Context: an optimization exercise on an open-source flow, tuned for small area, a short achievable clock period and few clock cycles. The choices shown serve that exercise and are no tape-out recipe. Where RTL was checked, it was by simulation tests only, not by an equivalence proof against the original. For runs 1 and 3, only the layout was checked, not whether the RTL still works. Power figures rest on the tool's default switching activity, not on a simulated workload.

==> design/flow/design.v <==
module woled_ctrl (
    input  wire        clk,
    input  wire        rst,
    input  wire        req_valid,
    output wire        req_ready,
    input  wire [95:0] req_desc,
    input  wire [15:0] req_len,        
    output reg         ev_valid,
    input  wire        ev_ready,
    output reg  [2:0]  ev_kind,
    output wire [15:0] ev_data,
    input  wire [1:0]  ev_fail,
    output wire [6:0]  pix_x,
    output wire [5:0]  pix_y,
    input  wire        pix_color,
    output wire [15:0] buf_idx,
    input  wire        buf_color,
    output wire [15:0] str_idx,
    input  wire [7:0]  str_byte,
    output wire [7:0]  glyph_ch,
    output wire [2:0]  glyph_row,
    input  wire [7:0]  glyph_bits
);
    function [20:0] radd;
        input [20:0] a, b;
        integer i;
        reg c;
        begin
            c = 1'b0;
            for (i = 0; i < 21; i = i + 1) begin
                radd[i] = a[i] ^ b[i] ^ c;
                c = (a[i] & b[i]) | (c & (a[i] ^ b[i]));
            end
        end
    endfunction
    localparam [2:0] EV_DC = 3'd0, EV_CS = 3'd1, EV_XFER = 3'd2, EV_DELAY = 3'd3,
                     EV_RSP = 3'd4, EV_HALT = 3'd5;
    localparam [3:0] C_BAD = 4'h0, C_INIT = 4'h1, C_SFC = 4'h2, C_SFB = 4'h3,
                     C_CLR = 4'h4, C_DSP = 4'h5, C_TXT = 4'h6;
    localparam [7:0] F_BUS = 8'h01, F_PIN = 8'h02, F_PINU = 8'h03, F_REQ = 8'h10,
                     F_STATE = 8'h11, F_ARG = 8'h12, F_ADAPTER = 8'h20;
    localparam [2:0] E_IDLE = 3'd0, E_CHECK = 3'd1, E_INIT = 3'd2, E_CMD = 3'd3,
                     E_DATA = 3'd4, E_DEAD = 3'd5;
    reg  [2:0]  st;
    reg  [4:0]  ph;
    reg         inited;
    reg         rdy;
    reg  [7:0]  ev_b;
    reg         e0, m;
    assign ev_data   = {8'd0, ev_b[7:1] & {7{m}}, e0};
    assign req_ready = rdy;
    reg  [3:0]  code;
    reg         c0b, c0h, c1b, c1h, rsvnz;
    reg  [15:0] rx, ry, rw, rh, rlen;
    wire [12:0] ti = rlen[12:0];    
    wire [7:0]  ch = rh[7:0];       
    wire [7:0]  sr = rh[15:8];      
    wire        is_sfb = (code == C_SFB);
    wire        is_clr = (code == C_CLR);
    wire        is_txt = (code == C_TXT);
    wire        chk    = (st == E_CHECK);
    wire [19:0] xop = is_txt ? (chk ? {1'b0, rw, 3'd0} : 20'd8) : {4'd0, rw};
    wire [20:0] xa_r = radd({5'd0, rx}, {1'b0, xop});
    wire [19:0] xa  = xa_r[19:0];
    wire        xe_cl = (xa[19:8] != 12'd0) || (xa[7] && (xa[6:0] != 7'd0));
    wire [7:0]  xe8   = xe_cl ? 8'd127 : (xa[7:0] - 8'd1);
    wire        col_ne = (rx[15:7] == 9'd0) && (xa[19:0] != {4'd0, rx});
    wire [12:0] phw = is_txt ? 13'd1 : rh[15:3];
    wire [3:0]  ylo = {1'b0, ry[2:0]} + {1'b0, rh[2:0]};
    wire        ycin = chk && !is_txt && ylo[3];
    wire [20:0] ya_r = radd({7'd0, ry[15:3], 1'b1}, {7'd0, phw, ycin});
    wire [14:0] ya2 = ya_r[14:0];
    wire [13:0] ya  = ya2[14:1];
    wire        pe_cl = (ya >= 14'd9);
    wire [7:0]  pe8   = pe_cl ? 8'd7 : (ya[7:0] - 8'd1);
    wire        pg_ne = (ry[15:6] == 10'd0) && (phw != 13'd0);
    wire        loop_ne = col_ne && pg_ne;
    wire        unal  = (ry[2:0] != 3'd0);
    wire f_c0z = !c0b && !c0h;
    wire f_c1z = !c1b && !c1h;
    wire f_xz  = (rx == 16'd0);
    wire f_yz  = (ry == 16'd0);
    wire f_wz  = (rw == 16'd0);
    wire f_hz  = (rh == 16'd0);
    wire f_xywh = f_xz & f_yz & f_wz & f_hz;
    reg         zero_ok, arg_ok;
    reg  [7:0]  chk_code;
    always @(*) begin
        zero_ok = !rsvnz && (code != C_BAD);
        arg_ok  = 1'b1;
        case (code)
            C_SFC, C_SFB: begin
                zero_ok = zero_ok & f_c0z & f_c1z;
                arg_ok  = (xa[19:16] == 4'd0) && !ya[13];
            end
            C_CLR: begin
                zero_ok = zero_ok & f_c1z & f_xywh;
                arg_ok  = !c0h;
            end
            C_TXT: begin
                zero_ok = zero_ok & f_hz;
                arg_ok  = (xa[19:16] == 4'd0) && !ya[13] && !c0h && !c1h;
            end
            default: zero_ok = zero_ok & f_c0z & f_c1z & f_xywh;
        endcase
        if (!zero_ok)
            chk_code = F_REQ;
        else if (inited == (code == C_INIT))
            chk_code = F_STATE;
        else if (!arg_ok)
            chk_code = F_ARG;
        else
            chk_code = 8'd0;
    end
    reg  [7:0] rsp_val;
    always @(*) begin
        case (code[2:0])
            3'd0:    rsp_val = 8'd128;
            3'd1:    rsp_val = 8'd64;
            3'd2:    rsp_val = 8'd8;
            3'd3:    rsp_val = 8'd1;
            default: rsp_val = 8'd0;
        endcase
    end
    reg         prun;
    reg         pstart;
    reg  [6:0]  col;
    reg  [2:0]  page;
    reg  [2:0]  off;
    reg         dir;                
    reg  [16:0] bi;                 
    reg  [16:0] pn;                 
    reg         cf;                 
    reg  [7:0]  xe8r;               
    reg         pe_neg;             
    reg  [2:0]  pe3;                
    reg         col_end;            
    reg         col_last, pg_last;  
    assign pix_x     = col;
    assign pix_y     = {page, off};
    assign buf_idx   = bi[15:0];
    assign str_idx   = {3'd0, ti};
    assign glyph_ch  = ch;
    assign glyph_row = off;
    wire [2:0]  tc   = col[2:0] - rx[2:0];
    wire        gpix = glyph_bits[tc] ? c0b : c1b;
    wire        pix  = is_txt ? gpix : (is_sfb ? buf_color : pix_color);
    wire        fnow = (is_sfb || is_txt) && (unal || (is_sfb && ({1'b0, bi} >= {2'b00, rlen})));
    reg  [7:0]  byte_now;
    always @(*) begin
        byte_now = sr;
        byte_now[off] = pix;
        if (is_clr) byte_now = {8{c0b}};
    end
    wire        fault_now = !is_clr && ((off == 3'd7) ? fnow : cf);
    reg         bvalid;             
    wire        cap   = (st == E_DATA) && (ph[1:0] == 2'd0) && !bvalid && prun && col_end;
    wire        pstep = prun && (!col_end || cap);
    wire        pchg = col_last && !pg_last;
    wire        bsub = dir && !col_end;
    wire [17:0] bop  = col_end ? 18'd1 : bsub ? ~{2'd0, rw} : {2'd0, rw};
    wire [18:0] bs2  = {1'b0, bi, 1'b1} + {bop, bsub};
    wire [17:0] bs   = bs2[18:1];
    wire [16:0] bnx  = (!bsub && bs[17]) ? 17'h1ffff : bs[16:0];
    wire [20:0] pn_r = radd({4'd0, pn}, {2'd0, rw, 3'd0});
    wire [19:0] pn2  = pn_r[19:0];
    wire [16:0] pnx  = (pn2[19:17] != 3'd0) ? 17'h1ffff : pn2[16:0];
    wire [16:0] pn0  = (rw[15:13] != 3'd0) ? 17'h1ffff : {1'b0, rw[12:0], 3'd0};
    always @(posedge clk) begin
        if (rst) begin
            prun <= 1'b0;
            col  <= 7'd0;
            page <= 3'd0;
            off  <= 3'd0;
            bi   <= 17'd0;
        end else if (pstart) begin
            col     <= rx[6:0];
            page    <= ry[5:3];
            off     <= 3'd0;
            dir     <= 1'b0;
            col_end <= is_clr;
            bi      <= 17'd0;
            pn      <= pn0;
            xe8r    <= xe8;
            pe_neg  <= (ya == 14'd0);
            pe3     <= pe8[2:0];
            prun    <= loop_ne;
        end else if (pstep) begin
            if (off == 3'd7) cf <= fnow;
            if (col_end) begin
                if (col_last) begin
                    if (pg_last)
                        prun <= 1'b0;
                    else begin
                        page    <= page + 3'd1;
                        col     <= rx[6:0];
                        off     <= 3'd0;
                        dir     <= 1'b0;
                        col_end <= is_clr;
                        bi      <= pn;
                        pn      <= pnx;
                    end
                end else begin
                    col     <= col + 7'd1;
                    dir     <= ~dir;
                    col_end <= is_clr;
                    bi      <= bnx;
                end
            end else begin
                off     <= dir ? off - 3'd1 : off + 3'd1;
                col_end <= dir ? (off == 3'd1) : (off == 3'd6);
                bi      <= bnx;
            end
        end
        col_last <= (col == xe8r[6:0]);
        pg_last  <= (page == pe3);
    end
    wire free     = !ev_valid || ev_ready;
    wire fail_now = ev_valid && ev_ready && (ev_fail != 2'b00) &&
                    !ev_kind[2] && (ev_kind[1:0] != 2'b11);
    wire [7:0] fail_code = (ev_kind == EV_XFER) ? F_BUS : (ev_fail[1] ? F_PINU : F_PIN);
    wire init_dc = (ph == 5'd2) || (ph == 5'd7) || (ph == 5'd11) || (ph == 5'd15);
    wire init_cs = (ph == 5'd3) || (ph == 5'd8) || (ph == 5'd12) || (ph == 5'd16);
    wire init_x  = (ph == 5'd4) || (ph == 5'd5) || (ph == 5'd9) || (ph == 5'd13) || (ph == 5'd17);
    wire [2:0] init_k = (ph == 5'd1) ? EV_DELAY : init_dc ? EV_DC : init_x ? EV_XFER : EV_CS;
    wire [7:0] init_b = (ph == 5'd1)  ? 8'd100 :
                        (ph == 5'd4)  ? 8'h20 :
                        (ph == 5'd9)  ? 8'hA1 :
                        (ph == 5'd13) ? 8'hC8 :
                        (ph == 5'd17) ? 8'hAF :
                        {7'd0, init_cs};
    reg [2:0] cmd_k;
    reg [7:0] cmd_b;
    always @(*) begin
        cmd_b = 8'd0;
        case (ph[3:0])
            4'd0, 4'd6: cmd_k = EV_DC;
            4'd1, 4'd7: begin cmd_k = EV_CS; cmd_b = 8'd1; end
            4'd2:       begin cmd_k = EV_XFER; cmd_b = 8'h21; end
            4'd3:       begin cmd_k = EV_XFER; cmd_b = rx[7:0]; end
            4'd4:       begin cmd_k = EV_XFER; cmd_b = xe8r; end
            4'd8:       begin cmd_k = EV_XFER; cmd_b = 8'h22; end
            4'd9:       begin cmd_k = EV_XFER; cmd_b = ry[10:3]; end
            4'd10:      begin cmd_k = EV_XFER; cmd_b = {{5{pe_neg}}, pe3}; end
            default:    cmd_k = EV_CS;
        endcase
    end
    reg  dlast, bfault, nxt;
    reg  more_chars;                
    reg        a_ld;                
    reg  [2:0] a_kind;
    reg  [7:0] a_b;
    reg  [2:0] a_st;
    reg  [4:0] a_ph;
    reg        a_nxt, a_pstart, a_inited;
    always @(*) begin
        a_ld     = 1'b0;
        a_kind   = EV_HALT;
        a_b      = 8'd0;
        a_st     = st;
        a_ph     = ph;
        a_nxt    = 1'b0;
        a_pstart = 1'b0;
        a_inited = inited;
        case (st)
            E_IDLE: if (rdy && req_valid) a_st = E_CHECK;
            E_CHECK: begin
                a_ph = 5'd1;
                if (chk_code != 8'd0) begin
                    a_ld   = 1'b1;
                    a_kind = EV_HALT;
                    a_b    = chk_code;
                    a_st   = E_DEAD;
                end else if (code == C_INIT) begin
                    a_inited = 1'b1;
                    a_ld   = 1'b1;
                    a_kind = EV_DELAY;
                    a_b    = 8'd10;
                    a_st   = E_INIT;
                end else if (code == C_DSP || (is_txt && f_wz)) begin
                    a_st = E_IDLE;
                end else if (code[3]) begin
                    a_ld   = 1'b1;
                    a_kind = EV_RSP;
                    a_b    = rsp_val;
                    a_st   = E_IDLE;
                end else begin
                    a_ld     = 1'b1;
                    a_kind   = EV_DC;
                    a_b      = 8'd0;
                    a_pstart = 1'b1;
                    a_st     = E_CMD;
                end
            end
            E_INIT: begin
                a_ld   = 1'b1;
                a_kind = init_k;
                a_b    = init_b;
                a_ph   = ph + 5'd1;
                if (ph == 5'd18) a_st = E_IDLE;
            end
            E_CMD: begin
                a_ld   = 1'b1;
                a_kind = cmd_k;
                a_b    = cmd_b;
                a_ph   = ph + 5'd1;
                if (ph == 5'd11) begin
                    a_ph = 5'd0;
                    if (prun)
                        a_st = E_DATA;
                    else if (more_chars)
                        a_nxt = 1'b1;
                    else
                        a_st = E_IDLE;
                end
            end
            E_DATA: begin
                case (ph[1:0])
                    2'd0: if (bvalid || cap) begin
                        a_ld = 1'b1;
                        if (bvalid ? bfault : fault_now) begin
                            a_kind = EV_HALT;
                            a_b    = F_ADAPTER;
                            a_st   = E_DEAD;
                        end else begin
                            a_kind = EV_DC;
                            a_b    = 8'd1;
                            a_ph   = 5'd1;
                        end
                    end
                    2'd1: begin
                        a_ld   = 1'b1;
                        a_kind = EV_CS;
                        a_b    = 8'd1;
                        a_ph   = 5'd2;
                    end
                    2'd2: begin
                        a_ld   = 1'b1;
                        a_kind = EV_XFER;
                        a_b    = ev_b;
                        a_ph   = 5'd3;
                    end
                    default: begin
                        a_ld   = 1'b1;
                        a_kind = EV_CS;
                        a_b    = 8'd0;
                        a_ph   = 5'd0;
                        if (dlast) begin
                            if (more_chars) begin
                                a_st  = E_CMD;
                                a_nxt = 1'b1;
                            end else
                                a_st = E_IDLE;
                        end
                    end
                endcase
            end
            default: ;   
        endcase
    end
    wire a_pin = !a_kind[2] && (a_kind[1:0] != 2'b11);
    wire go    = free && !fail_now;   
    always @(posedge clk) begin
        if (rst) begin
            st       <= E_IDLE;
            ph       <= 5'd0;
            inited   <= 1'b0;
            rdy      <= 1'b0;
            ev_valid <= 1'b0;
            ev_kind  <= EV_DC;
            ev_b     <= 8'd0;
            e0       <= 1'b0;
            m        <= 1'b0;
            bvalid   <= 1'b0;
            nxt      <= 1'b0;
            pstart   <= 1'b0;
        end else begin
            if (cap) begin
                ev_b   <= byte_now;
                bfault <= fault_now;
                dlast  <= col_last && pg_last;
            end
            if (fail_now) begin
                ev_valid <= 1'b1;
                ev_kind  <= EV_HALT;
                ev_b     <= fail_code;
                e0       <= fail_code[0];
                m        <= 1'b1;
                st       <= E_DEAD;
            end else if (free) begin
                st       <= a_st;
                ph       <= a_ph;
                inited   <= a_inited;
                ev_valid <= a_ld;
                if (a_ld) begin
                    ev_kind <= a_kind;
                    m       <= !(a_pin && a_kind != EV_XFER);
                    e0      <= a_b[0];
                    if (!(a_pin && a_kind != EV_XFER)) ev_b <= a_b;
                end
            end
            rdy    <= go && (a_st == E_IDLE) && !a_ld;
            nxt    <= go && a_nxt;
            pstart <= (go && a_pstart) || nxt;
            bvalid <= (bvalid || cap) && !(go && a_ld && st == E_DATA);
            more_chars <= is_txt && ((ti + 13'd1) != rw[12:0]);
        end
    end
    always @(posedge clk) begin
        if (rdy) begin
            code  <= (req_desc[7:5] == 3'd0 && req_desc[3] == 1'b0 &&
                      (req_desc[4] ? (req_desc[2:0] <= 3'd4)
                                   : (req_desc[2:0] != 3'd0 && req_desc[2:0] != 3'd7)))
                     ? {req_desc[4], req_desc[2:0]} : C_BAD;
            c0b   <= req_desc[8];
            c0h   <= |req_desc[15:9];
            c1b   <= req_desc[16];
            c1h   <= |req_desc[23:17];
            rsvnz <= |req_desc[31:24];
            rx    <= req_desc[47:32];
            ry    <= req_desc[63:48];
            rw    <= req_desc[79:64];
            rh    <= req_desc[95:80];
            rlen  <= req_len;
        end else begin
            if (chk && is_clr) begin
                rw <= 16'd128;
                rh <= 16'd64;
            end
            if (chk && is_txt) rlen <= 16'd0;
            if (nxt) begin
                rx         <= rx + 16'd8;
                rlen[12:0] <= ti + 13'd1;
            end
            if (pstart)
                rh[7:0] <= str_byte;
            else if (pstep)
                rh[8 + off] <= pix;
        end
    end
endmodule
==> design/flow/flow/run.sh <==
#!/bin/bash
# Own layout flow: the standard layout (standard synthesis, floorplan,
# placement, CTS, routing, via standard.sh) with these changes to how the
# layout is made; the SDC and the clock period are unchanged:
#  - every input and output port still gets its own buffer, but a plain
#    small buffer cell instead of the delay cell buffer_ports picks by default;
#  - CTS builds the clock tree from smaller clock buffers.
# make's output goes to flow_standard.log; each ORFS step logs under orfs/logs.
set -euo pipefail
MARGIN=${MARGIN:-8}
PORTBUF=${PORTBUF:-sky130_fd_sc_hd__buf_1}
CTSBUF=${CTSBUF:-sky130_fd_sc_hd__clkbuf_8}
bash standard.sh SETUP_SLACK_MARGIN=$MARGIN "BUFFER_PORTS_ARGS=-buffer_cell $PORTBUF" \
  CTS_BUF_LIST=$CTSBUF finish > flow_standard.log 2>&1
==> design/flow/standard.sh <==
#!/bin/bash
# synth_recipe.tcl (not shown) runs the flow's synth.tcl, then flattens the netlist and writes it again
# the make line also repeats each setting of config.mk as NAME=value (left out here)
make -C /OpenROAD-flow-scripts/flow DESIGN_CONFIG=/design/flow/config.mk WORK_HOME=/design/flow/orfs CLKGATE_MAP_FILE= SYNTH_SCRIPT=/design/flow/synth_recipe.tcl "${@:-finish}"
==> design/flow/config.mk <==
export PLATFORM = sky130hd
export DESIGN_NAME = woled_ctrl
export DESIGN_NICKNAME = woled_ctrl
export VERILOG_FILES = /design/flow/design.v
export SDC_FILE = /design/flow/constraint.sdc
export NUM_CORES = 4
export LEC_CHECK = 0
export CAP_MARGIN = 20
export CORE_MARGIN = 2
export CORE_UTILIZATION = 40
export SLEW_MARGIN = 20
==> design/flow/constraint.sdc <==
create_clock -name core_clock -period 12.0 [get_ports {clk}]
set_input_delay 2.4000 -clock core_clock [delete_from_list [all_inputs] [get_ports {clk}]]
set_output_delay 2.4000 -clock core_clock [all_outputs]
set_load 0.01 [all_outputs]
==> notes.md, run 1 <==
| Metric | This run |
| --- | --- |
| Outcome | no timing/DRC/antenna violations |
| Period utilisation layout | 69.0% |
| Largest net degree at the start of global routing | 74 |
| CTS root buf | sky130_fd_sc_hd__clkbuf_8 |
| Number of antenna-violating nets in the routed design | 0 |
| Final count of negative-setup-slack endpoints | 0 |
| Synth Register Bits | 182 |
| FP Rows | 68 |
| Slowest cell on crit path | sky130_fd_sc_hd__edfxtp_1 |
| Global route total overflow | 0 |
| Power after layout | 3.35 mW |
| Total wirelength of the detailed-routed design | 48100 µm |
| Synthesized area | 14100 µm² |
| RSZ-0062 raised after global routing | yes |
| Average vias per placed instance | 5.82 |
| Element type at the critical path start | flip-flop |
| Antenna violations before repair | 1 |
| CTS tree | yes |
| DRC violations left | 0 |
| Total I/O pin count | 213 |
| Number of global-route vias before repair | 11800 |
| Number of vias in the routed layout | 12800 |
| Area delta synth->final | 15.5% |
| HPWL after DPL | 35300 µm |
| Post-synthesis cell type count | 99 |
| EDFF count, synth | 107 |
| Critical path's most frequent cell | sky130_fd_sc_hd__fa_2 |
| YS warnings | 1 |
| Tightest Hold Check Type | flip-flop to flip-flop |
| Final hold violations | 0 |
| Pwr Density | 205 nW/µm² |
| Starting utilization of the core area | 40.8% |
| Data required time of the worst path | 12410 ps |
| Drt first-iter violations | 1300 |
| Floorplan die width | 192 µm |
| Number of hold buffers added after CTS | 0 |
| Leak | 5.75 nW |
| Max-slew violation count | 0 |
| Largest buffer count on any clock path | 2 |
| Dominant synthesized flop cell | sky130_fd_sc_hd__edfxtp_1 |
| Die footprint | 36800 µm² |
| Actual transition at the worst max-transition pin | 1400 ps |
| Post-Route Skew | 24.5 ps |
| Post-route cell area | 16300 µm² |
| Clock sinks | 182 |
| Layout Cells excl Fill | 2200 |
| Number of nets at the end of the flow | 1977 |
| Kind of end point of the critical path | flip-flop |
| H-tree depth | 4 |
| Setup TNS | 0 ps |
| Max FO, Critical Path | 7 |
| Data arrival, critical path | 8690 ps |
| Mean routed wirelength per cell | 21.9 µm |
| Placement Cell Area | 15100 µm² |
| Share of final-layout standard cells stronger than drive strength 1 | 14.4% |
| Async SR Flop Fraction | 0% |
| Wire length of the first global-routing pass | 70800 µm |
| Instance count of the mapped netlist | 1589 |
| Global-route usage over all layers | 25.6% |
| Kind of critical path | flip-flop to flip-flop |
| Antenna cells | 0 |
| Maximum cell stage delay along the critical path | 440 ps |
| Average size of a mapped cell | 8.89 µm² |
| Die height | 192 µm |
| Clock period minus final worst setup slack | 8280 ps |
| Maximum vdd drop | 0.172 mV |
| Placed cells | 2124 |
| Clock transition at the registers of the reported paths | 110 ps |
| DRT Pass-1 Iters | 6 |
| F_max | 0.121 GHz |
| Max transition margin | 5.81% |
| Source-to-sink clock delay at the later pin of the worst-skew pair | 510 ps |
| Floorplan core area | 34600 µm² |
| Max-Cap Viols | 0 |
| Count of buffers from port buffering | 201 |
| Number of clock buffers inserted by TritonCTS | 17 |
| Part of the Yosys area used for sequential elements | 33.4% |
| Final estimated routing congestion in global placement | 0.899 |
[metrics by stage]
stage	util, %	worst slack [ps]	hold slack, ps
2_1_floorplan	-	4100	439
6_report	47.1	3720	494
3_5_place_dp	43.7	2380	472
5_1_grt	47.1	3460	511
4_1_cts	46.2	3680	484
3_3_place_gp	43.7	2590	471
[synthesized netlist by cell type, types with 43 or more instances]
cell	count	share of area, %
sky130_fd_sc_hd__inv_1	79	2.1
sky130_fd_sc_hd__xnor2_1	64	4.0
sky130_fd_sc_hd__a21oi_1	110	3.9
sky130_fd_sc_hd__buf_4	52	2.8
sky130_fd_sc_hd__dfxtp_1	75	11
sky130_fd_sc_hd__clkbuf_1	78	2.1
sky130_fd_sc_hd__ha_1	66	5.8
sky130_fd_sc_hd__and2_1	45	2.0
sky130_fd_sc_hd__fa_1	43	6.1
sky130_fd_sc_hd__o21ai_0	71	2.5
sky130_fd_sc_hd__edfxtp_1	107	23
sky130_fd_sc_hd__nor2_1	128	3.4
sky130_fd_sc_hd__nand2_1	159	4.2
[placed cells by master (no fill, tap or decap), types with 22 or more instances in the layout]
cell type and count:
sky130_fd_sc_hd__o21ai_0 62, sky130_fd_sc_hd__buf_1 201, sky130_fd_sc_hd__xnor2_1 62, sky130_fd_sc_hd__fa_2 40, sky130_fd_sc_hd__nor2_1 121, sky130_fd_sc_hd__xor2_1 38, sky130_fd_sc_hd__nand3_1 32, sky130_fd_sc_hd__nor4_1 23
sky130_fd_sc_hd__inv_1 63, sky130_fd_sc_hd__and2_1 45, sky130_fd_sc_hd__buf_4 40, sky130_fd_sc_hd__nand2_1 155, sky130_fd_sc_hd__a211oi_1 23, sky130_fd_sc_hd__dfxtp_1 73, sky130_fd_sc_hd__ha_1 59, sky130_fd_sc_hd__nor3_1 29
sky130_fd_sc_hd__nand2b_1 22, sky130_fd_sc_hd__a21oi_1 104, sky130_fd_sc_hd__edfxtp_1 107
[what timing repair did]
action | 4_1_cts | 5_1_grt
gates cloned | 2 | 1
resized for setup | 55 | 41
setup buffers | 27 | 14
pin swaps | 37 | 36
setup endpoints to repair | 80 | 73
[state kept, by name, summed over array words and instances (netlist names), 3 cells and up]
name and flops:
xe8r 8, bi 17, rlen 16, code 4, ph 5, ev_b 8, pe3 3, off 3
pn 15, page 3, col 7, ry 16, rh 16, ev_kind 3, rx 16, st 3
rw 16
[cell families (layout without fill, tap and decap cells)]
family / Yosys count / after routing / synth area share (%)
DFF: 182 / 182 / 33.4
and+or+nand+nor: 545 / 548 / 19.4
adders and majority gates: 110 / 110 / 12.0
xor gates and xnor gates: 103 / 103 / 6.48
buffers and inverters: 226 / 369 / 7.58
AOI/OAI and AO/OA: 404 / 404 / 19.6
other: 1 / 11 / 0.0265
muxes: 18 / 18 / 1.48
[cell type report]
class	instances	area (µm²)
Clock buffer	17	234
Clock inverter	15	184
Fill cell	3387	18300
Inverter	81	307
Multi-Input combinational cell	1194	9040
Sequential cell	182	4720
Tap cell	455	569
Timing Repair Buffer	256	1270
[layer usage]
layer | share of wire, % | global-route usage [%] | vias to the layer above
li1 | - | - | 5979
met1 | 47 | 38.3 | 6228
met2 | 43 | 37.1 | 543
met3 | 7.3 | 4.68 | 59
met4 | 2.2 | 7.81 | 0
met5 | 0 | 0 | -
[power by group]
group          total, mW  switching [mW]  leakage [nW]  internal (mW)
Sequential          1.14           0.287          1.61          0.851
Clock              0.464           0.268         0.212          0.195
Combinational       1.75           0.960          3.92          0.792
Total               3.35            1.52          5.75           1.84
[worst paths after layout]
path           start      end  slack, ps  depth (start not counted)
min               e0       e0        490                          2
max          code[3]  ev_b[7]       3720                         33
min reg2reg       e0       e0        490                          2
max reg2reg  code[3]  ev_b[7]       3720                         33
[critical path, delay by kind of cell (launching register included)]
kind | cells | cell delay, ps
adder cells (fa/ha/maj) | 18 | 5170
AND/OR/NAND/NOR | 4 | 850
buffers and inverters | 5 | 370
flip-flops | 1 | 440
AO/OA/AOI/OAI | 6 | 1360
==> inputs of run 2 (changes only) <==
--- a/design/flow/design.v
+++ b/design/flow/design.v
@@ -22,16 +22,4 @@
     input  wire [7:0]  glyph_bits
 );
-    function [20:0] radd;
-        input [20:0] a, b;
-        integer i;
-        reg c;
-        begin
-            c = 1'b0;
-            for (i = 0; i < 21; i = i + 1) begin
-                radd[i] = a[i] ^ b[i] ^ c;
-                c = (a[i] & b[i]) | (c & (a[i] ^ b[i]));
-            end
-        end
-    endfunction
     localparam [2:0] EV_DC = 3'd0, EV_CS = 3'd1, EV_XFER = 3'd2, EV_DELAY = 3'd3,
                      EV_RSP = 3'd4, EV_HALT = 3'd5;
@@ -61,6 +49,5 @@
     wire        chk    = (st == E_CHECK);
     wire [19:0] xop = is_txt ? (chk ? {1'b0, rw, 3'd0} : 20'd8) : {4'd0, rw};
-    wire [20:0] xa_r = radd({5'd0, rx}, {1'b0, xop});
-    wire [19:0] xa  = xa_r[19:0];
+    wire [19:0] xa  = {4'd0, rx} + xop;
     wire        xe_cl = (xa[19:8] != 12'd0) || (xa[7] && (xa[6:0] != 7'd0));
     wire [7:0]  xe8   = xe_cl ? 8'd127 : (xa[7:0] - 8'd1);
@@ -69,6 +56,5 @@
     wire [3:0]  ylo = {1'b0, ry[2:0]} + {1'b0, rh[2:0]};
     wire        ycin = chk && !is_txt && ylo[3];
-    wire [20:0] ya_r = radd({7'd0, ry[15:3], 1'b1}, {7'd0, phw, ycin});
-    wire [14:0] ya2 = ya_r[14:0];
+    wire [14:0] ya2 = {1'b0, ry[15:3], 1'b1} + {1'b0, phw, ycin};
     wire [13:0] ya  = ya2[14:1];
     wire        pe_cl = (ya >= 14'd9);
@@ -163,6 +149,5 @@
     wire [17:0] bs   = bs2[18:1];
     wire [16:0] bnx  = (!bsub && bs[17]) ? 17'h1ffff : bs[16:0];
-    wire [20:0] pn_r = radd({4'd0, pn}, {2'd0, rw, 3'd0});
-    wire [19:0] pn2  = pn_r[19:0];
+    wire [19:0] pn2  = {3'd0, pn} + {1'b0, rw, 3'd0};
     wire [16:0] pnx  = (pn2[19:17] != 3'd0) ? 17'h1ffff : pn2[16:0];
     wire [16:0] pn0  = (rw[15:13] != 3'd0) ? 17'h1ffff : {1'b0, rw[12:0], 3'd0};
==> run 2 against run 1 <==
Net effect: still clean; non-clock buffer count up 24; maximum frequency up 93%; synthesized cell count increased by 14%; sequential power fell by 8%; count of clock-buffer cells in the layout is 2 higher; clock power shrank 4.3%; clock skew decreased by 5.9 ps; critical endpoint is now ev_b[4]; largest power group unchanged; highest routed layer unchanged.
==> notes.md, run 2 <==
| Metric | This run | Delta |
| --- | --- | --- |
| Number of nets at the end of the flow | 2229 | was 1977 |
| Dominant synthesized flop cell | sky130_fd_sc_hd__edfxtp_1 | unchanged |
| Wire length of the first global-routing pass | 81300 µm | was 70800 µm |
| Global route total overflow | 0 | unchanged |
| HPWL after DPL | 39900 µm | was 35300 µm |
| Synth Register Bits | 182 | unchanged |
| Register-to-register setup slack | 7780 ps | was 3720 ps |
| Post-synthesis share of cell area spent on and, or, nand and nor gates | 21.6% | was 19.4% |
| Final count of negative-setup-slack endpoints | 0 | unchanged |
| Data required time of the worst path | 12460 ps | was 12410 ps |
| Most instantiated library cell after synthesis | sky130_fd_sc_hd__nand2_1 | unchanged |
| Maximum vdd drop | 0.0946 mV | was 0.172 mV |
| Fraction of the mapped netlist area in compound gates | 22.0% | was 19.6% |
| Number of antenna-violating nets in the routed design | 0 | unchanged |
| CTS root buf | sky130_fd_sc_hd__clkbuf_8 | unchanged |
| CTS tree | yes | unchanged |
| Synthesized area | 15000 µm² | was 14100 µm² |
| Leading post-synthesis cells by cell area | sky130_fd_sc_hd__edfxtp_1, sky130_fd_sc_hd__dfxtp_1, sky130_fd_sc_hd__ha_1 | was sky130_fd_sc_hd__edfxtp_1, sky130_fd_sc_hd__dfxtp_1, sky130_fd_sc_hd__fa_1 |
| Leak | 6.34 nW | was 5.75 nW |
| Hold path start | ev_b[5] | was e0 |
| Max transition margin | 18.4% | was 5.81% |
| Most frequent cells in the layout | sky130_fd_sc_hd__buf_1, sky130_fd_sc_hd__nand2_1, sky130_fd_sc_hd__nor2_1 | unchanged |
| Async SR Flop Fraction | 0% | unchanged |
| Total I/O pin count | 213 | unchanged |
| Share of final-layout standard cells stronger than drive strength 1 | 13.6% | was 14.4% |
| Kind of end point of the critical path | flip-flop | unchanged |
| Final estimated routing congestion in global placement | 0.956 | was 0.899 |
| Register containing the most flip-flops in the final layout | bi | unchanged |
| Die footprint | 39200 µm² | was 36800 µm² |
| Drt first-iter violations | 1437 | was 1300 |
| Area delta synth->final | 18.0% | was 15.5% |
| Largest net degree at the start of global routing | 54 | was 74 |
| Largest buffer count on any clock path | 2 | unchanged |
| H-tree depth | 4 | unchanged |
| YS warnings | 1 | unchanged |
| Global-route usage over all layers | 27.3% | was 25.6% |
| Number of global-route vias before repair | 13700 | was 11800 |
| Floorplan die width | 198 µm | was 192 µm |
| Worst setup margin | 7720 ps | was 3720 ps |
| DRC violations left | 0 | unchanged |
| Final hold violations | 0 | unchanged |
| Post-Route Skew | 18.6 ps | was 24.5 ps |
| Share of the synthesized netlist area taken by xor and xnor gates | 8.07% | was 6.48% |
| Clock period minus final worst setup slack | 4280 ps | was 8280 ps |
| Total wirelength of the detailed-routed design | 54600 µm | was 48100 µm |
| Worst hold path stage count | 1 | was 2 |
| R2R cell count | 17 | was 33 |
| Post-route core utilization | 47.6% | was 47.1% |
| Data arrival, critical path | 4740 ps | was 8690 ps |
| Starting utilization of the core area | 40.3% | was 40.8% |
| Post-synthesis cell type count | 96 | was 99 |
| Element type at the critical path start | input port | was flip-flop |
| Count of buffers from port buffering | 201 | unchanged |
| Layout Cells excl Fill | 2473 | was 2200 |
| Mean routed wirelength per cell | 22.1 µm | was 21.9 µm |
| RSZ-0062 raised after global routing | yes | unchanged |
| Actual transition at the worst max-transition pin | 1220 ps | was 1400 ps |
| Endpoint of the worst hold-timing path | ev_b[5] | was e0 |
| Pwr Density | 189 nW/µm² | was 205 nW/µm² |
| Clock transition at the registers of the reported paths | 90 ps | was 110 ps |
| Number of vias in the routed layout | 14700 | was 12800 |
| Synth area leader | sky130_fd_sc_hd__edfxtp_1 | unchanged |
| Max FO, Critical Path | 5 | was 7 |
| FP Rows | 71 | was 68 |
| Post-Route Hold Slack | 515 ps | was 494 ps |
| Top post-synthesis cells by count | sky130_fd_sc_hd__nand2_1, sky130_fd_sc_hd__nor2_1, sky130_fd_sc_hd__a21oi_1 | unchanged |
| Outcome | no timing/DRC/antenna violations | unchanged |
| DRT Pass-1 Iters | 5 | was 6 |
| Number of clock buffers inserted by TritonCTS | 17 | unchanged |
| Kind of critical path | input port to flip-flop | was flip-flop to flip-flop |
| Cells along the critical path | buf_1 -> mux4_2 -> mux2i_4 -> mux2i_2 -> a221o_2 -> or3_1 -> a311oi_2 -> a21oi_1 -> nor2_1 -> a221o_1 |  |
| Average size of a mapped cell | 8.30 µm² | was 8.89 µm² |
| Most common library cell in the layout ignoring fill and taps | sky130_fd_sc_hd__buf_1 | unchanged |
| Slowest cell on crit path | sky130_fd_sc_hd__mux4_2 | was sky130_fd_sc_hd__edfxtp_1 |
| F_max | 0.234 GHz | was 0.121 GHz |
| Source-to-sink clock delay at the later pin of the worst-skew pair | 530 ps | was 510 ps |
| Worst flop-to-flop path startpoint | code[0] | was code[3] |
| Post-synthesis adder-cell area fraction | 9.30% | was 12.0% |
| Main combinational cell family by area after synthesis | compound AO/OA/AOI/OAI gates | unchanged |
| Setup TNS | 0 ps | unchanged |
| Maximum cell stage delay along the critical path | 500 ps | was 440 ps |
| Tightest Hold Check Type | flip-flop to flip-flop | unchanged |
| EDFF count, synth | 107 | unchanged |
| Max-Cap Viols | 0 | unchanged |
| Filler cells | 3633 | was 3387 |
| Max-slew violation count | 0 | unchanged |
| Average vias per placed instance | 5.96 | was 5.82 |
| Floorplan core area | 37300 µm² | was 34600 µm² |
| Share of cell area taken by muxes after synthesis | 0.848% | was 1.48% |
| Part of the Yosys area used for sequential elements | 31.3% | was 33.4% |
| Die height | 198 µm | was 192 µm |
| Antenna violations before repair | 1 | unchanged |
| Instance count of the mapped netlist | 1813 | was 1589 |
| Dpl ws | 6890 ps | was 2380 ps |
| Period utilisation layout | 35.7% | was 69.0% |
| Placed cells | 2367 | was 2124 |
| Fraction of post-synthesis cell area in the top cell type by area | 21.4% | was 22.7% |
| Endpoint of the lowest-slack register-to-register path | xe8r[1] | was ev_b[7] |
| Flip-flop count of the largest register after layout | 17 | unchanged |
| Clock sinks | 182 | unchanged |
==> run 2: cell types whose count changed after synthesis, sizes merged, moves of 9 or more <==
cell	delta
and2	+10
nor2	+36
o31ai	-9
nand2	+26
xnor2	+30
fa	-38
a21oi	+33
ha	+37
o21ai	+43
or3	+10
==> run 2: how the worst max path moves through the flow <==
stage             startpoint       to  slack, ps  cells past startpoint
2_1_floorplan  glyph_bits[6]  ev_b[3]       7660                      9
3_3_place_gp           st[0]  ev_b[5]       6920                     15
3_5_place_dp           st[0]  ev_b[5]       6890                     15
4_1_cts           ev_fail[1]  ev_b[4]       7800                     10
5_1_grt           ev_fail[0]  ev_b[4]       7610                     10
6_report       glyph_bits[2]  ev_b[4]       7720                     10
==> run 2: power breakdown <==
group	switching [mW]	internal, mW
combinational	1.04	0.822
sequential	0.250	0.803
clock	0.266	0.178
==> run 2: layout make-up <==
cell class | instances | area (µm²) | share of cell area [%]
Sequential cell | 182 | 4730 | 26.6
Multi-Input combinational cell | 1432 | 10300 | 58.0
Antenna cell | 1 | 2.50 | 0.0141
Timing Repair Buffer | 280 | 1480 | 8.32
Clock inverter | 13 | 121 | 0.684
Tap cell | 474 | 593 | 3.34
Inverter | 72 | 270 | 1.52
Clock buffer | 19 | 262 | 1.47
==> run 2: what timing repair did <==
| action | CTS | global route |
|---|---|---|
| resized for setup | 90 | 86 |
| setup buffers | 37 | 29 |
| cloned | 3 | 4 |
| pin swaps | 37 | 51 |
| endpoints found under the setup margin | 62 | 64 |
| hold buffers | 0 | 0 |
==> run 2: cell families after synthesis <==
group           count (synthesis)
xor+xnor                      137
flops                         182
mux                            10
fa+ha+maj                     109
simple gates                  653
buf+inv                       214
compound gates                507
other cells                     1
==> run 2: per-stage QoR <==
stage	power [mW]	area (µm²)
after global routing	3.56	17800
after CTS	3.16	17000
after global placement	2.50	15800
final	3.36	17800
after floorplan	2.10	15200
after detailed placement	2.52	15800
==> run 2: worst max-delay path: cells and delay by family <==
family	cells	cell delay, ps
AO/OA/AOI/OAI	4	930
buffers and inverters	1	70
AND/OR/NAND/NOR	2	470
multiplexers	3	870
==> run 2: routing by layer <==
| metal | global-route usage [%] | share of wire, % |
|---|---|---|
| met3 | 4.50 | 8.0 |
| met5 | 0 | 0 |
| met1 | 38.0 | 44 |
| met4 | 10.3 | 3.4 |
| met2 | 42.5 | 44 |
Testbench counts of run 2, summed over its fixed seeds: cycles 340,122.
==> inputs of run 3 (changes only) <==
--- a/design/flow/design.v
+++ b/design/flow/design.v
@@ -48,16 +48,21 @@
     wire        is_txt = (code == C_TXT);
     wire        chk    = (st == E_CHECK);
-    wire [19:0] xop = is_txt ? (chk ? {1'b0, rw, 3'd0} : 20'd8) : {4'd0, rw};
-    wire [19:0] xa  = {4'd0, rx} + xop;
-    wire        xe_cl = (xa[19:8] != 12'd0) || (xa[7] && (xa[6:0] != 7'd0));
-    wire [7:0]  xe8   = xe_cl ? 8'd127 : (xa[7:0] - 8'd1);
-    wire        col_ne = (rx[15:7] == 9'd0) && (xa[19:0] != {4'd0, rx});
-    wire [12:0] phw = is_txt ? 13'd1 : rh[15:3];
-    wire [3:0]  ylo = {1'b0, ry[2:0]} + {1'b0, rh[2:0]};
-    wire        ycin = chk && !is_txt && ylo[3];
-    wire [14:0] ya2 = {1'b0, ry[15:3], 1'b1} + {1'b0, phw, ycin};
-    wire [13:0] ya  = ya2[14:1];
-    wire        pe_cl = (ya >= 14'd9);
-    wire [7:0]  pe8   = pe_cl ? 8'd7 : (ya[7:0] - 8'd1);
+    wire [15:0] xop   = is_txt ? {rw[12:0], 3'd0} : rw;
+    wire [16:0] xs    = {1'b0, rx} + {1'b0, xop};
+    wire        x_ovf = xs[16] || (is_txt && (rw[15:13] != 3'd0));
+    wire [16:0] ys    = {1'b0, ry} + {1'b0, (is_txt ? 16'd8 : rh)};
+    wire        y_ovf = ys[16];
+    wire [15:0] eff_w = is_txt ? 16'd8 : rw;
+    wire [8:0]  xs9   = {2'b00, rx[6:0]} + {1'b0, eff_w[7:0]};
+    wire        xe_cl = (rx[15:7] != 9'd0) || (eff_w[15:8] != 8'd0) ||
+                        (xs9[8:7] != 2'b00 && xs9[7:0] != 8'h80);
+    wire [7:0]  xm1   = xs9[7:0] - 8'd1;
+    wire [7:0]  xe8   = xe_cl ? 8'd127 : xm1;
+    wire        col_ne = (rx[15:7] == 9'd0) && (is_txt || (rw != 16'd0));
+    wire [12:0] phw   = is_txt ? 13'd1 : rh[15:3];
+    wire [3:0]  ps4   = {1'b0, ry[5:3]} + {1'b0, phw[2:0]};
+    wire        pe_cl = (ry[15:6] != 10'd0) || (phw[12:3] != 10'd0) || (ps4 >= 4'd9);
+    wire [2:0]  pe3n  = ps4[2:0] - 3'd1;
+    wire        pe_ng = !pe_cl && (ps4 == 4'd0);
     wire        pg_ne = (ry[15:6] == 10'd0) && (phw != 13'd0);
     wire        loop_ne = col_ne && pg_ne;
@@ -78,5 +83,5 @@
             C_SFC, C_SFB: begin
                 zero_ok = zero_ok & f_c0z & f_c1z;
-                arg_ok  = (xa[19:16] == 4'd0) && !ya[13];
+                arg_ok  = !x_ovf && !y_ovf;
             end
             C_CLR: begin
@@ -86,5 +91,5 @@
             C_TXT: begin
                 zero_ok = zero_ok & f_hz;
-                arg_ok  = (xa[19:16] == 4'd0) && !ya[13] && !c0h && !c1h;
+                arg_ok  = !x_ovf && !y_ovf && !c0h && !c1h;
             end
             default: zero_ok = zero_ok & f_c0z & f_c1z & f_xywh;
@@ -116,5 +121,5 @@
     reg         dir;                
     reg  [16:0] bi;                 
-    reg  [16:0] pn;                 
+    reg         pgb;                
     reg         cf;                 
     reg  [7:0]  xe8r;               
@@ -141,22 +146,22 @@
     wire        fault_now = !is_clr && ((off == 3'd7) ? fnow : cf);
     reg         bvalid;             
-    wire        cap   = (st == E_DATA) && (ph[1:0] == 2'd0) && !bvalid && prun && col_end;
-    wire        pstep = prun && (!col_end || cap);
+    wire        cap   = (st == E_DATA) && (ph[1:0] == 2'd0) && !bvalid && prun && col_end && !pgb;
+    wire        pstep = prun && !pgb && (!col_end || cap);
     wire        pchg = col_last && !pg_last;
-    wire        bsub = dir && !col_end;
-    wire [17:0] bop  = col_end ? 18'd1 : bsub ? ~{2'd0, rw} : {2'd0, rw};
-    wire [18:0] bs2  = {1'b0, bi, 1'b1} + {bop, bsub};
-    wire [17:0] bs   = bs2[18:1];
-    wire [16:0] bnx  = (!bsub && bs[17]) ? 17'h1ffff : bs[16:0];
-    wire [19:0] pn2  = {3'd0, pn} + {1'b0, rw, 3'd0};
-    wire [16:0] pnx  = (pn2[19:17] != 3'd0) ? 17'h1ffff : pn2[16:0];
-    wire [16:0] pn0  = (rw[15:13] != 3'd0) ? 17'h1ffff : {1'b0, rw[12:0], 3'd0};
+    wire        bsub = dir && !col_end && !pgb;
+    wire        msub = col_end && pchg && !pgb;
+    wire [6:0]  mcol = col - rx[6:0];
+    wire [19:0] bop  = pgb  ? (dir ? {1'b0, rw, 3'd0} : {4'd0, rw}) :
+                       msub ? ~{13'd0, mcol} :
+                       col_end ? 20'd1 :
+                       bsub ? ~{4'd0, rw} : {4'd0, rw};
+    wire        bneg = bsub || msub;
+    wire [20:0] bs2  = {3'd0, bi, 1'b1} + {bop, bneg};
+    wire [19:0] bs   = bs2[20:1];
+    wire [16:0] bnx  = (!bneg && (bs[19:17] != 3'd0)) ? 17'h1ffff : bs[16:0];
     always @(posedge clk) begin
         if (rst) begin
             prun <= 1'b0;
-            col  <= 7'd0;
-            page <= 3'd0;
-            off  <= 3'd0;
-            bi   <= 17'd0;
+            pgb  <= 1'b0;
         end else if (pstart) begin
             col     <= rx[6:0];
@@ -166,9 +171,14 @@
             col_end <= is_clr;
             bi      <= 17'd0;
-            pn      <= pn0;
+            pgb     <= 1'b0;
             xe8r    <= xe8;
-            pe_neg  <= (ya == 14'd0);
-            pe3     <= pe8[2:0];
+            pe_neg  <= pe_ng;
+            pe3     <= pe_cl ? 3'd7 : pe3n;
             prun    <= loop_ne;
+        end else if (pgb) begin
+            pgb     <= 1'b0;
+            dir     <= 1'b0;
+            col_end <= is_clr;
+            bi      <= bnx;
         end else if (pstep) begin
             if (off == 3'd7) cf <= fnow;
@@ -181,8 +191,6 @@
                         col     <= rx[6:0];
                         off     <= 3'd0;
-                        dir     <= 1'b0;
-                        col_end <= is_clr;
-                        bi      <= pn;
-                        pn      <= pnx;
+                        pgb     <= 1'b1;
+                        bi      <= bnx;
                     end
                 end else begin
@@ -204,5 +212,6 @@
     wire fail_now = ev_valid && ev_ready && (ev_fail != 2'b00) &&
                     !ev_kind[2] && (ev_kind[1:0] != 2'b11);
-    wire [7:0] fail_code = (ev_kind == EV_XFER) ? F_BUS : (ev_fail[1] ? F_PINU : F_PIN);
+    reg        failed;
+    reg  [1:0] fcode;               
     wire init_dc = (ph == 5'd2) || (ph == 5'd7) || (ph == 5'd11) || (ph == 5'd15);
     wire init_cs = (ph == 5'd3) || (ph == 5'd8) || (ph == 5'd12) || (ph == 5'd16);
@@ -248,5 +257,10 @@
         a_pstart = 1'b0;
         a_inited = inited;
-        case (st)
+        if (failed && st != E_DEAD) begin
+            a_ld   = 1'b1;
+            a_kind = EV_HALT;
+            a_b    = {6'd0, fcode};
+            a_st   = E_DEAD;
+        end else case (st)
             E_IDLE: if (rdy && req_valid) a_st = E_CHECK;
             E_CHECK: begin
@@ -353,8 +367,5 @@
             rdy      <= 1'b0;
             ev_valid <= 1'b0;
-            ev_kind  <= EV_DC;
-            ev_b     <= 8'd0;
-            e0       <= 1'b0;
-            m        <= 1'b0;
+            failed   <= 1'b0;
             bvalid   <= 1'b0;
             nxt      <= 1'b0;
@@ -367,10 +378,7 @@
             end
             if (fail_now) begin
-                ev_valid <= 1'b1;
-                ev_kind  <= EV_HALT;
-                ev_b     <= fail_code;
-                e0       <= fail_code[0];
-                m        <= 1'b1;
-                st       <= E_DEAD;
+                ev_valid <= 1'b0;
+                failed   <= 1'b1;
+                fcode    <= (ev_kind == EV_XFER) ? 2'b01 : {1'b1, ev_fail[1]};
             end else if (free) begin
                 st       <= a_st;
==> run 3 against run 2 <==
Net effect: clock power is 6.8% lower; count of clock-buffer cells in the layout shrank 2; cell count down 12%; register-to-register slack gained 210 ps; area after synthesis decreased by 9.7%; hold slack improved by 22 ps; first-iteration DRC count shrank 6.1%; clock skew grew 4.6 ps; sequential power about the same; combinational power decreased by 33%.
==> notes.md, run 3 <==
| Metric | This run | Delta |
| --- | --- | --- |
| YS warnings | 1 | unchanged |
| F_max | 0.246 GHz | was 0.234 GHz |
| Synth Register Bits | 171 | was 182 |
| Kind of end point of the critical path | flip-flop | unchanged |
| CTS root buf | sky130_fd_sc_hd__clkbuf_8 | unchanged |
| Number of clock buffers inserted by TritonCTS | 17 | unchanged |
| Clock period minus final worst setup slack | 4060 ps | was 4280 ps |
| Placement Cell Area | 14300 µm² | was 15800 µm² |
| Max-slew violation count | 0 | unchanged |
| Synth area leader | sky130_fd_sc_hd__edfxtp_1 | unchanged |
| Main combinational cell family by area after synthesis | simple AND/OR/NAND/NOR gates | was compound AO/OA/AOI/OAI gates |
| Outcome | no timing/DRC/antenna violations | unchanged |
| Start point of the critical path | glyph_bits[2] | unchanged |
| Synthesized area | 13600 µm² | was 15000 µm² |
| Placed cells | 2090 | was 2367 |
| Clock sinks | 171 | was 182 |
| Flip-flop count of the largest register after layout | 17 | unchanged |
| Setup TNS | 0 ps | unchanged |
| Worst Setup EP | rh[4] | was ev_b[4] |
| Antenna cells | 0 | was 1 |
| Actual transition at the worst max-transition pin | 1040 ps | was 1220 ps |
| Pwr Density | 173 nW/µm² | was 189 nW/µm² |
| Register containing the most flip-flops in the final layout | bi | unchanged |
| Dominant synthesized flop cell | sky130_fd_sc_hd__edfxtp_1 | unchanged |
| Average size of a mapped cell | 8.72 µm² | was 8.30 µm² |
| Leak | 5.62 nW | was 6.34 nW |
| Register-to-register setup slack | 7990 ps | was 7780 ps |
| Cells along the critical path | buf_1 -> mux4_2 -> mux2i_4 -> mux2i_2 -> a21oi_4 -> buf_12 -> nand2_4 -> nor3_1 -> a311oi_1 -> o31ai_1 | was buf_1 -> mux4_2 -> mux2i_4 -> mux2i_2 -> a221o_2 -> or3_1 -> a311oi_2 -> a21oi_1 -> nor2_1 -> a221o_1 |
| Maximum vdd drop | 0.104 mV | was 0.0946 mV |
| Element type at the critical path start | input port | unchanged |
| Post-synthesis cell type count | 95 | was 96 |
| Floorplan die width | 188 µm | was 198 µm |
| Part of the Yosys area used for sequential elements | 35.3% | was 31.3% |
| DRC violations left | 0 | unchanged |
| Final count of negative-setup-slack endpoints | 0 | unchanged |
| Layout Cells excl Fill | 2180 | was 2473 |
| Final estimated routing congestion in global placement | 0.940 | was 0.956 |
| Post-synthesis adder-cell area fraction | 9.50% | was 9.30% |
| Antenna violations before repair | 0 | was 1 |
| Global-route usage over all layers | 24.5% | was 27.3% |
| Maximum cell stage delay along the critical path | 490 ps | was 500 ps |
| RSZ-0062 raised after global routing | yes | unchanged |
| Post-synthesis share of cell area spent on and, or, nand and nor gates | 20.5% | was 21.6% |
| Total wirelength of the detailed-routed design | 44100 µm | was 54600 µm |
| Starting utilization of the core area | 40.5% | was 40.3% |
| Power after layout | 2.69 mW | was 3.36 mW |
| Global route total overflow | 0 | unchanged |
| CTS tree | yes | unchanged |
| H-tree depth | 4 | unchanged |
| Most frequent cells in the layout | sky130_fd_sc_hd__buf_1, sky130_fd_sc_hd__nand2_1, sky130_fd_sc_hd__edfxtp_1 | was sky130_fd_sc_hd__buf_1, sky130_fd_sc_hd__nand2_1, sky130_fd_sc_hd__nor2_1 |
| Share of cell area taken by muxes after synthesis | 2.07% | was 0.848% |
| Post-Route Skew | 23.2 ps | was 18.6 ps |
| Fraction of the mapped netlist area in compound gates | 19.4% | was 22.0% |
| Slowest cell on crit path | sky130_fd_sc_hd__mux4_2 | unchanged |
| Post-route cell area | 15500 µm² | was 17800 µm² |
| Top post-synthesis cells by count | sky130_fd_sc_hd__nand2_1, sky130_fd_sc_hd__edfxtp_1, sky130_fd_sc_hd__o21ai_0 | was sky130_fd_sc_hd__nand2_1, sky130_fd_sc_hd__nor2_1, sky130_fd_sc_hd__a21oi_1 |
| Wire length of the first global-routing pass | 67100 µm | was 81300 µm |
| Data required time of the worst path | 12370 ps | was 12460 ps |
| Max transition margin | 30.5% | was 18.4% |
| Number of antenna-violating nets in the routed design | 0 | unchanged |
| Source-to-sink clock delay at the later pin of the worst-skew pair | 510 ps | was 530 ps |
| Mean routed wirelength per cell | 20.2 µm | was 22.1 µm |
| Period utilisation layout | 33.9% | was 35.7% |
| Most common library cell in the layout ignoring fill and taps | sky130_fd_sc_hd__buf_1 | unchanged |
| Final hold violations | 0 | unchanged |
| Leading post-synthesis cells by cell area | sky130_fd_sc_hd__edfxtp_1, sky130_fd_sc_hd__ha_1, sky130_fd_sc_hd__nand2_1 | was sky130_fd_sc_hd__edfxtp_1, sky130_fd_sc_hd__dfxtp_1, sky130_fd_sc_hd__ha_1 |
| Share of final-layout standard cells stronger than drive strength 1 | 11.5% | was 13.6% |
| Largest buffer count on any clock path | 2 | unchanged |
| Endpoint of the lowest-slack register-to-register path | bi[9] | was xe8r[1] |
| Max FO, Critical Path | 8 | was 5 |
| Floorplan core area | 33500 µm² | was 37300 µm² |
| Total I/O pin count | 213 | unchanged |
| R2R cell count | 20 | was 17 |
| Worst flop-to-flop path startpoint | col[0] | was code[0] |
| Number of global-route vias before repair | 11600 | was 13700 |
| Average vias per placed instance | 5.76 | was 5.96 |
| Tightest Hold Check Type | flip-flop to flip-flop | unchanged |
| Kind of critical path | input port to flip-flop | unchanged |
| Drt first-iter violations | 1350 | was 1437 |
| Instance count of the mapped netlist | 1558 | was 1813 |
| Die footprint | 35500 µm² | was 39200 µm² |
| DRT Pass-1 Iters | 7 | was 5 |
| Count of buffers from port buffering | 201 | unchanged |
| Clock transition at the registers of the reported paths | 100 ps | was 90 ps |
| Area delta synth->final | 14.4% | was 18.0% |
| Most instantiated library cell after synthesis | sky130_fd_sc_hd__nand2_1 | unchanged |
| Data arrival, critical path | 4430 ps | was 4740 ps |
| HPWL after DPL | 32500 µm | was 39900 µm |
| FP Rows | 67 | was 71 |
| Share of the synthesized netlist area taken by xor and xnor gates | 5.74% | was 8.07% |
| Async SR Flop Fraction | 0% | unchanged |
| Number of nets at the end of the flow | 1955 | was 2229 |
| Die height | 188 µm | was 198 µm |
| Largest net degree at the start of global routing | 80 | was 54 |
| Number of vias in the routed layout | 12600 | was 14700 |
| Filler cells | 3351 | was 3633 |
| Fraction of post-synthesis cell area in the top cell type by area | 30.3% | was 21.4% |
| EDFF count, synth | 137 | was 107 |
| Max-Cap Viols | 0 | unchanged |
## run 3: critical path, delay by kind of cell
family	cells	cell delay (ps)
muxes	3	1070
AOI/OAI and AO/OA	3	540
buffers and inverters	2	240
and+or+nand+nor	2	180
## run 3: worst min path at each step
stage / from / to / slack [ps] / cells after the start
after detailed placement: ph[1] / ph[1] / 530 / 2
after floorplan: ph[1] / ph[1] / 490 / 2
after CTS: ph[1] / ph[1] / 540 / 2
after global routing: ph[1] / ph[1] / 580 / 2
final: ph[1] / ph[1] / 540 / 2
after global placement: ph[1] / ph[1] / 520 / 2
## run 3: metrics by stage
| stage | hold WS (ps) | worst slack [ps] | utilization (%) |
|---|---|---|---|
| 2_1_floorplan | 493 | 7840 | - |
| 3_3_place_gp | 518 | 7120 | 42.7 |
| 3_5_place_dp | 525 | 7060 | 42.7 |
| 4_1_cts | 540 | 8000 | 45.3 |
| 5_1_grt | 577 | 7790 | 46.4 |
| 6_report | 537 | 7940 | 46.4 |
## run 3: repair_timing
action | in CTS | in global routing
setup buffers | 38 | 17
pin swaps | 22 | 27
hold buffers | 0 | 0
resized for setup | 49 | 49
endpoints found under the setup margin | 64 | 40
gates cloned | 3 | 0
## run 3: kinds of logic after synthesis
family / count (synthesis)
adders and majority gates: 101
AOI/OAI and AO/OA: 402
xor gates and xnor gates: 89
buffers and inverters: 206
other: 1
DFF: 171
muxes: 24
and+or+nand+nor: 564
## run 3: layout make-up
| type | count | area (µm²) | share of cell area, % |
|---|---|---|---|
| Inverter | 71 | 267 | 1.71 |
| Timing Repair Buffer | 264 | 1300 | 8.34 |
| Tap cell | 448 | 561 | 3.61 |
| Multi-Input combinational cell | 1194 | 8250 | 53.1 |
| Clock buffer | 17 | 234 | 1.51 |
| Sequential cell | 171 | 4800 | 30.9 |
| Clock inverter | 15 | 133 | 0.853 |
## run 3: per-layer routing
metal / share of wire, % / wire, µm / track usage, %
met1: 46 / 20300 / 35.3
met2: 44 / 19200 / 37.7
met3: 7.3 / 3230 / 3.37
met4: 3.1 / 1360 / 8.08
met5: 0 / 0 / 0
## run 3: power breakdown
part           leakage, nW  switching, mW  internal (mW)
combinational         3.87          0.709          0.540
sequential            1.55          0.222          0.807
clock                0.199          0.246          0.168
==> inputs of run 4 (changes only) <==
--- a/design/flow/design.v
+++ b/design/flow/design.v
@@ -135,5 +135,5 @@
     assign glyph_row = off;
     wire [2:0]  tc   = col[2:0] - rx[2:0];
-    wire        gpix = glyph_bits[tc] ? c0b : c1b;
+    wire        gpix = glyph_bits[tc];   
     wire        pix  = is_txt ? gpix : (is_sfb ? buf_color : pix_color);
     wire        fnow = (is_sfb || is_txt) && (unal || (is_sfb && ({1'b0, bi} >= {2'b00, rlen})));
@@ -151,5 +151,5 @@
     wire        bsub = dir && !col_end && !pgb;
     wire        msub = col_end && pchg && !pgb;
-    wire [6:0]  mcol = col - rx[6:0];
+    reg  [6:0]  mcol;               
     wire [19:0] bop  = pgb  ? (dir ? {1'b0, rw, 3'd0} : {4'd0, rw}) :
                        msub ? ~{13'd0, mcol} :
@@ -207,4 +207,5 @@
         end
         col_last <= (col == xe8r[6:0]);
+        mcol     <= col - rx[6:0];
         pg_last  <= (page == pe3);
     end
@@ -257,5 +258,5 @@
         a_pstart = 1'b0;
         a_inited = inited;
-        if (failed && st != E_DEAD) begin
+        if (failed) begin
             a_ld   = 1'b1;
             a_kind = EV_HALT;
@@ -337,5 +338,5 @@
                         a_ld   = 1'b1;
                         a_kind = EV_XFER;
-                        a_b    = ev_b;
+                        a_b    = is_txt ? ((ev_b & {8{c0b}}) | (~ev_b & {8{c1b}})) : ev_b;
                         a_ph   = 5'd3;
                     end
@@ -377,13 +378,12 @@
                 dlast  <= col_last && pg_last;
             end
-            if (fail_now) begin
-                ev_valid <= 1'b0;
-                failed   <= 1'b1;
-                fcode    <= (ev_kind == EV_XFER) ? 2'b01 : {1'b1, ev_fail[1]};
-            end else if (free) begin
+            if (fail_now)
+                fcode <= (ev_kind == EV_XFER) ? 2'b01 : {1'b1, ev_fail[1]};
+            failed   <= fail_now || (failed && !free);
+            ev_valid <= !free || (a_ld && !fail_now);
+            if (free) begin
                 st       <= a_st;
                 ph       <= a_ph;
                 inited   <= a_inited;
-                ev_valid <= a_ld;
                 if (a_ld) begin
                     ev_kind <= a_kind;
@@ -394,7 +394,7 @@
             end
             rdy    <= go && (a_st == E_IDLE) && !a_ld;
-            nxt    <= go && a_nxt;
-            pstart <= (go && a_pstart) || nxt;
-            bvalid <= (bvalid || cap) && !(go && a_ld && st == E_DATA);
+            nxt    <= free && a_nxt;
+            pstart <= (free && a_pstart) || nxt;
+            bvalid <= (bvalid || cap) && !(free && a_ld && st == E_DATA);
             more_chars <= is_txt && ((ti + 13'd1) != rw[12:0]);
         end
==> run 4 against run 3 <==
Net effect: still clean on timing, DRC and antenna; sequential cell count increased by 7; register-to-register slack gained 70 ps; non-clock buffer count decreased by 25; core utilization shrank 1.3 points; combinational power down 15%; highest routed layer unchanged.
==> notes.md, run 4 <==
| Metric | This run | Delta |
| --- | --- | --- |
| Data required time of the worst path | 12270 ps | was 12370 ps |
| Antenna violations before repair | 0 | unchanged |
| Starting utilization of the core area | 40.4% | was 40.5% |
| Data arrival, critical path | 4210 ps | was 4430 ps |
| Instance count of the mapped netlist | 1544 | was 1558 |
| Most frequent cells in the layout | sky130_fd_sc_hd__buf_1, sky130_fd_sc_hd__nand2_1, sky130_fd_sc_hd__edfxtp_1 | unchanged |
| DRC violations left | 0 | unchanged |
| Worst setup margin | 8060 ps | was 7940 ps |
| Average vias per placed instance | 5.75 | was 5.76 |
| Post-synthesis adder-cell area fraction | 9.33% | was 9.50% |
| Number of clock buffers inserted by TritonCTS | 17 | unchanged |
| Final count of negative-setup-slack endpoints | 0 | unchanged |
| Register containing the most flip-flops in the final layout | bi | unchanged |
| Internal Power | 1.44 mW | was 1.51 mW |
| Pwr Density | 164 nW/µm² | was 173 nW/µm² |
| Flop pwr share | 41.9% | was 38.2% |
| Dominant synthesized flop cell | sky130_fd_sc_hd__edfxtp_1 | unchanged |
| Max-slew violation count | 0 | unchanged |
| Clock period minus final worst setup slack | 3940 ps | was 4060 ps |
| Portion of total power attributed to combinational logic | 41.6% | was 46.4% |
| Number of vias in the routed layout | 12300 | was 12600 |
| Area delta synth->final | 11.5% | was 14.4% |
| Footprint of the multi-input gates | 8190 µm² | was 8250 µm² |
| Max-Cap Viols | 0 | unchanged |
| Final hold violations | 0 | unchanged |
| Die height | 190 µm | was 188 µm |
| Flip-flop count of the largest register after layout | 17 | unchanged |
| Leak | 5.55 nW | was 5.62 nW |
| Synth area leader | sky130_fd_sc_hd__edfxtp_1 | unchanged |
| H-tree depth | 4 | unchanged |
| Global route total overflow | 0 | unchanged |
| Post-Route Hold Slack | 607 ps | was 537 ps |
| Mean routed wirelength per cell | 21.1 µm | was 20.2 µm |
| Leading post-synthesis cells by cell area | sky130_fd_sc_hd__edfxtp_1, sky130_fd_sc_hd__ha_1, sky130_fd_sc_hd__dfxtp_1 | was sky130_fd_sc_hd__edfxtp_1, sky130_fd_sc_hd__ha_1, sky130_fd_sc_hd__nand2_1 |
| Most instantiated library cell after synthesis | sky130_fd_sc_hd__nand2_1 | unchanged |
| Sw frac | 43.1% | was 43.7% |
| Share of cell area taken by muxes after synthesis | 3.02% | was 2.07% |
| Floorplan die width | 190 µm | was 188 µm |
| CTS root buf | sky130_fd_sc_hd__clkbuf_8 | unchanged |
| Top post-synthesis cells by count | sky130_fd_sc_hd__nand2_1, sky130_fd_sc_hd__edfxtp_1, sky130_fd_sc_hd__o21ai_0 | unchanged |
| Outcome | no timing/DRC/antenna violations | unchanged |
| EDFF count, synth | 137 | unchanged |
| Power after layout | 2.54 mW | was 2.69 mW |
| Number of global-route vias before repair | 11200 | was 11600 |
| Wire length of the first global-routing pass | 66500 µm | was 67100 µm |
| Share of final-layout standard cells stronger than drive strength 1 | 9.17% | was 11.5% |
| Setup TNS | 0 ps | unchanged |
| Number of antenna-violating nets in the routed design | 0 | unchanged |
| Drt first-iter violations | 1051 | was 1350 |
| CTS tree | yes | unchanged |
| Global-route usage over all layers | 24.3% | was 24.5% |
| YS warnings | 1 | unchanged |
| Slowest cell on crit path | sky130_fd_sc_hd__edfxtp_1 | was sky130_fd_sc_hd__mux4_2 |
| Synthesized area | 13800 µm² | was 13600 µm² |
| Placed cells | 2083 | was 2090 |
| Share of the synthesized netlist area taken by xor and xnor gates | 5.69% | was 5.74% |
| Count of buffers from port buffering | 201 | unchanged |
| Max transition margin | 27.6% | was 30.5% |
| Cell family with the largest share of critical-path delay | compound AO/OA/AOI/OAI gates | was multiplexers |
| Layout Cells excl Fill | 2147 | was 2180 |
| FP Rows | 68 | was 67 |
| Total I/O pin count | 213 | unchanged |
| Synth Register Bits | 178 | was 171 |
| Fraction of the mapped netlist area in compound gates | 19.3% | was 19.4% |
| Floorplan core area | 34300 µm² | was 33500 µm² |
| Hold path start | ph[1] | unchanged |
| Largest net degree at the start of global routing | 79 | was 80 |
| Endpoint of the worst hold-timing path | ph[1] | unchanged |
| Maximum cell stage delay along the critical path | 490 ps | about the same |
| Sw Pwr | 1.10 mW | was 1.18 mW |
| Number of hold buffers added after CTS | 0 | unchanged |
-- run 4: changes by cell type after synthesis, moves of 7 or more --
| cell | previous run | this run |
|---|---|---|
| sky130_fd_sc_hd__nand2_1 | 187 | 154 |
| sky130_fd_sc_hd__and2_1 | 41 | 62 |
| sky130_fd_sc_hd__o21ai_0 | 116 | 134 |
| sky130_fd_sc_hd__o211ai_1 | 24 | 10 |
| sky130_fd_sc_hd__nor3_1 | 45 | 33 |
| sky130_fd_sc_hd__a21oi_1 | 80 | 91 |
| sky130_fd_sc_hd__inv_1 | 70 | 59 |
| sky130_fd_sc_hd__mux2i_1 | 12 | 23 |
| sky130_fd_sc_hd__nor2b_1 | 32 | 23 |
| sky130_fd_sc_hd__nor2_1 | 102 | 94 |
| sky130_fd_sc_hd__dfxtp_1 | 34 | 41 |
| sky130_fd_sc_hd__o21bai_1 | 1 | 8 |
-- run 4: timing repair --
action / 4_1_cts / 5_1_grt
resized for setup: 11 / 46
pin swaps: 4 / 12
buffers inserted: 22 / 6
gates cloned: 0 / 3
endpoints found under the setup margin: 47 / 45
-- run 4: worst max path at each step --
stage	start	to	slack (ps)	cells after the start
6_report	code[0]	ev_b[0]	8060	16
5_1_grt	code[0]	ev_b[2]	8000	16
4_1_cts	code[0]	ev_b[7]	8010	16
3_5_place_dp	pgb	bi[13]	7420	13
3_3_place_gp	code[1]	ev_b[5]	7560	15
2_1_floorplan	glyph_bits[2]	ev_b[0]	7920	8
-- run 4: cell type report --
class | instances | area share [%]
antenna | 1 | 0.0162
tap | 455 | 3.69
sequential | 178 | 32.0
multi-input combinational | 1182 | 53.0
clock inverter | 15 | 0.940
timing repair buffer | 239 | 7.39
clock buffer | 17 | 1.52
inverter | 60 | 1.46
-- run 4: power by group through the flow --
stage | Combinational, mW | Clock, mW | Sequential (mW)
2_1_floorplan | 0.796 | 0 | 0.932
6_report | 1.06 | 0.419 | 1.06
5_1_grt | 1.17 | 0.445 | 1.07
3_5_place_dp | 0.954 | 0 | 1.07
3_3_place_gp | 0.941 | 0 | 1.07
4_1_cts | 0.997 | 0.428 | 1.05
-- run 4: logic make-up after synthesis --
family | Yosys count
multiplexers | 37
other | 1
adder cells (fa/ha/maj) | 101
XOR/XNOR | 90
AO/OA/AOI/OAI | 414
flip-flops | 178
buffers and inverters | 194
AND/OR/NAND/NOR | 529
-- run 4: worst min-delay path, stage by stage (launching register included) --
cell and delay [ps]:
sky130_fd_sc_hd__dfxtp_1 380, sky130_fd_sc_hd__mux2i_1 150, sky130_fd_sc_hd__nor2_1 50
-- run 4: layer usage --
metal	track usage [%]	share of wire, %	up-vias
li1	-	-	5855
met1	36.0	47	5894
met2	35.9	43	534
met3	4.52	7.9	56
met4	6.89	2.2	0
met5	0	0	-
-- run 4: per-stage QoR --
| step | utilization (%) | cell area, µm² |
|---|---|---|
| final | 45.0 | 15400 |
| after global routing | 45.0 | 15400 |
| after global placement | 42.3 | 14500 |
| after CTS | 44.0 | 15100 |
| after detailed placement | 42.3 | 14500 |
| after floorplan | - | 13900 |
Testbench counts of run 4, summed over its fixed seeds: cycles 340,417.

-- re-timing with driven ports --
In the flow no input, the clock included, has a driving cell. The finished layouts below were timed again as built, in two steps. Step 1: set_driving_cell puts a clkbuf_16 on clk and a buf_2 on each other input, an assumption about the parent block. Step 2 also shifts input and output timing later by t, the mid clock arrival at the registers, as if the neighbouring blocks saw the same clock. Three values: ideal ports, drivers, drivers and shift; two values: the first two.
run | shift t [ns] | setup slack, ns | worst data-port slew with drivers (ns)
run 1 | 0.546 | 3.720 / 3.720 / 3.720 | 0.05
run 2 | 0.567 | 7.721 / 7.746 / 7.179 | 0.05
run 3 | 0.548 | 7.936 / 7.960 / 7.413 | 0.04
run 4 | 0.553 | 8.062 / 8.047 / 7.599 | 0.04
After both steps setup and hold are still met in every run listed. For run 2, which loses most, drivers alone change the setup slack by +0.025 ns; drivers and shift together by -0.542 ns.
